What follows belongs to an exercise in optimizing a design on an open flow for small area and few clock cycles; a production flow would make more cautious choices.
At most, simulation tests tie the RTL to the original design; equivalence was not proved.
No activity file was given, so power comes from the tool's default toggle rates.

== lane 5 ==
==> flow/design.v (excerpt) <==
module memory_card_protocol_engine (
    input  wire        clk,
    input  wire        rst,          
    input  wire        op_valid,
    output wire        op_ready,
    input  wire [1:0]  op,           
    input  wire        cmd_v,        
    input  wire [7:0]  cmd,
    output reg         rsp_valid,
    output reg         rsp_ack,
    output reg         rsp_dat_v,    
    output wire [7:0]  rsp_dat,
    output reg         rsp_result,   
    output wire        powered,
    output wire        mem_en,
    output wire        mem_we,
    output wire [16:0] mem_addr,
    output wire [7:0]  mem_wdata,
    input  wire [7:0]  mem_rdata
);
For scale: ~1,400 cells after synthesis, about 1,100 flip-flops, ~63 I/O pins, roughly 0.024 mm2 of cells after synthesis.
Settings: LEC_CHECK=0, CAP_MARGIN=20, CORE_MARGIN=2, CORE_UTILIZATION=40, SLEW_MARGIN=20; clock period 6.0 ns.
standard.sh (not shown) runs the stock make flow with config.mk's settings and CLKGATE_MAP_FILE= SYNTH_SCRIPT=/design/flow/synth_recipe.tcl, a recipe that flattens the netlist after the stock synthesis.
==> flow/flow/run.sh <==
#!/bin/bash
set -o pipefail
export CTS_ARGS="-sink_clustering_enable -repair_clock_nets -dont_use_dummy_load -buf_list sky130_fd_sc_hd__clkbuf_16 -sink_clustering_size 30 -sink_clustering_max_diameter 50"
export BUFFER_PORTS_ARGS="-buffer_cell sky130_fd_sc_hd__buf_1"
bash standard.sh > standard.log 2>&1
Lane 5 finished end to end and its layout was clean on timing, DRC and antenna.
Testbench counts of lane 5, summed over its fixed seeds: cycles 34,188.
### lane 5 -> lane 2
==> flow/flow/run.sh <==
#!/bin/bash
set -o pipefail
export CTS_ARGS="-sink_clustering_enable -repair_clock_nets -dont_use_dummy_load -buf_list sky130_fd_sc_hd__clkbuf_4 -sink_clustering_size 12 -sink_clustering_max_diameter 40"
export BUFFER_PORTS_ARGS="-buffer_cell sky130_fd_sc_hd__buf_1"
bash standard.sh > standard.log 2>&1
--- outcome ---
On clock period minus final worst setup slack: between lane 5 and lane 2, it ends up lower for lane 2. Taking lane 2 over lane 5, the TritonCTS buffer count ratio works out to 1.8. Logic gate share of total power of lane 2 is on par with lane 5.

* * *

Another version of the RTL of memory_card_protocol_engine (not shown whole).
For scale: about 1,100 flip-flops, ~63 I/O pins.
clock: 6.0 ns
lec_check: 0
cap_margin: 20
core_margin: 2
core_utilization: 40
slew_margin: 20
==> flow/flow/run.sh <==
#!/bin/bash
set -o pipefail
export CTS_ARGS="-sink_clustering_enable -repair_clock_nets -dont_use_dummy_load -buf_list sky130_fd_sc_hd__clkbuf_8 -sink_clustering_size 20 -sink_clustering_max_diameter 50"
export BUFFER_PORTS_ARGS="-buffer_cell sky130_fd_sc_hd__buf_1"
bash standard.sh > standard.log 2>&1
Rerun with:
==> flow/flow/run.sh (replaced) <==
#!/bin/bash
set -o pipefail
export CTS_ARGS="-sink_clustering_enable -repair_clock_nets -dont_use_dummy_load -buf_list {sky130_fd_sc_hd__clkbuf_4 sky130_fd_sc_hd__clkbuf_8}"
export BUFFER_PORTS_ARGS="-buffer_cell sky130_fd_sc_hd__buf_1"
bash standard.sh > standard.log 2>&1
Critical path depth does not change.
Total power rose by 14%.
Non-clock buffer count does not change.
Die area stays the same.
Synthesized cell count is unchanged.
Worst hold slack is better by 0.013 ns.
Final area rose by 4.3%.
Count of clock-buffer cells in the layout climbs by 81.
Function was not checked in any run of this note: the RTL went through the layout flow alone.

* * *

memory_card_protocol_engine with an RTL version that a note above also has.
Size in the first run: about 1400 cells after synthesis, roughly 63 I/O pins, ~24000 sq um of cells after synthesis.
// memory_card_protocol_engine
module memory_card_protocol_engine (
    input  wire        clk,
    input  wire        rst,          
    input  wire        op_valid,
    output wire        op_ready,
    input  wire [1:0]  op,           
    input  wire        cmd_v,        
    input  wire [7:0]  cmd,
    output reg         rsp_valid,
    output reg         rsp_ack,
    output reg         rsp_dat_v,    
    output wire [7:0]  rsp_dat,
    output reg         rsp_result,   
    output wire        powered,
    output wire        mem_en,
    output wire        mem_we,
    output wire [16:0] mem_addr,
    output wire [7:0]  mem_wdata,
    input  wire [7:0]  mem_rdata
);
    localparam [7:0] FLAG = 8'h08;    
    reg         powered_on;
    reg         t_await;              
    reg         t_rd;
    reg         t_wr;
    reg         t_id;
    reg  [7:0]  v;                    
    reg  [1:0]  addr_hi;              
  ...
Settings: LEC_CHECK=0, CAP_MARGIN=20, CORE_MARGIN=2, CORE_UTILIZATION=40, SLEW_MARGIN=20; clock period 6.0 ns.
==> flow/flow/run.sh <==
#!/bin/bash
set -o pipefail
export CTS_ARGS="-sink_clustering_enable -repair_clock_nets -dont_use_dummy_load -buf_list sky130_fd_sc_hd__clkbuf_8 -sink_clustering_size 22 -sink_clustering_max_diameter 55"
export BUFFER_PORTS_ARGS="-buffer_cell sky130_fd_sc_hd__buf_1"
bash standard.sh > standard.log 2>&1
The starting point passed the timing, DRC and antenna checks.
Testbench counts at the start, summed over its fixed seeds: cycles 34,188.
Edit:
==> flow/flow/run.sh (replaced) <==
#!/bin/bash
set -o pipefail
export CTS_ARGS="-sink_clustering_enable -repair_clock_nets -dont_use_dummy_load -buf_list sky130_fd_sc_hd__clkbuf_8 -sink_clustering_size 20 -sink_clustering_max_diameter 50"
export BUFFER_PORTS_ARGS="-buffer_cell sky130_fd_sc_hd__buf_1"
bash standard.sh > standard.log 2>&1
After rerunning: The new run finished with timing, DRC and antenna clean; clock skew drops by 0.016 ns; cell area climbs by 0.65%; worst setup slack gets worse by 0.0068 ns; synthesized area does not change; die area is unchanged; core utilization climbs by 0.29 points; global-route usage climbs by 0.10 points; synthesized cell count stays the same; routed wire length climbs by about 0.9%.

port drivers added, routing unchanged:
No port has a modelled driver above. Below, the same layouts with a new extraction and two added sets of constraints.
Step 1 sets driving cells, clkbuf_16 on the clock port and buf_2 on the other inputs (assumed; they add their load-dependent delay and slew).
Step 2 also shifts input and output timing later by t, the mid clock arrival at the registers, as if the neighbouring blocks saw the same clock.
a / b / c = ideal ports / drivers / drivers and shift; a / b = the first two.
run	shift t [ns]	setup WS [ns]	slew at the worst register clock pin (ns)	worst slew at a driven data input, ns	pins driven straight from the clock port
lane 5	0.656	1.912 / 1.893 / 1.893	0.10 / 0.10	0.04	1
lane 2	0.872	1.915 / 1.896 / 1.896	0.12 / 0.12	0.04	1
the first run of note 2	0.665	1.704 / 1.674 / 1.685	0.11 / 0.11	0.04	1
the second run of note 2	0.762	1.625 / 1.573 / 1.670	0.06 / 0.06	0.04	1
the first run of note 3	0.710	1.951 / 1.931 / 1.931	0.12 / 0.12	0.04	1
the second run of note 3	0.686	1.944 / 1.924 / 1.924	0.11 / 0.11	0.04	1
After both steps every run listed still meets setup and hold.
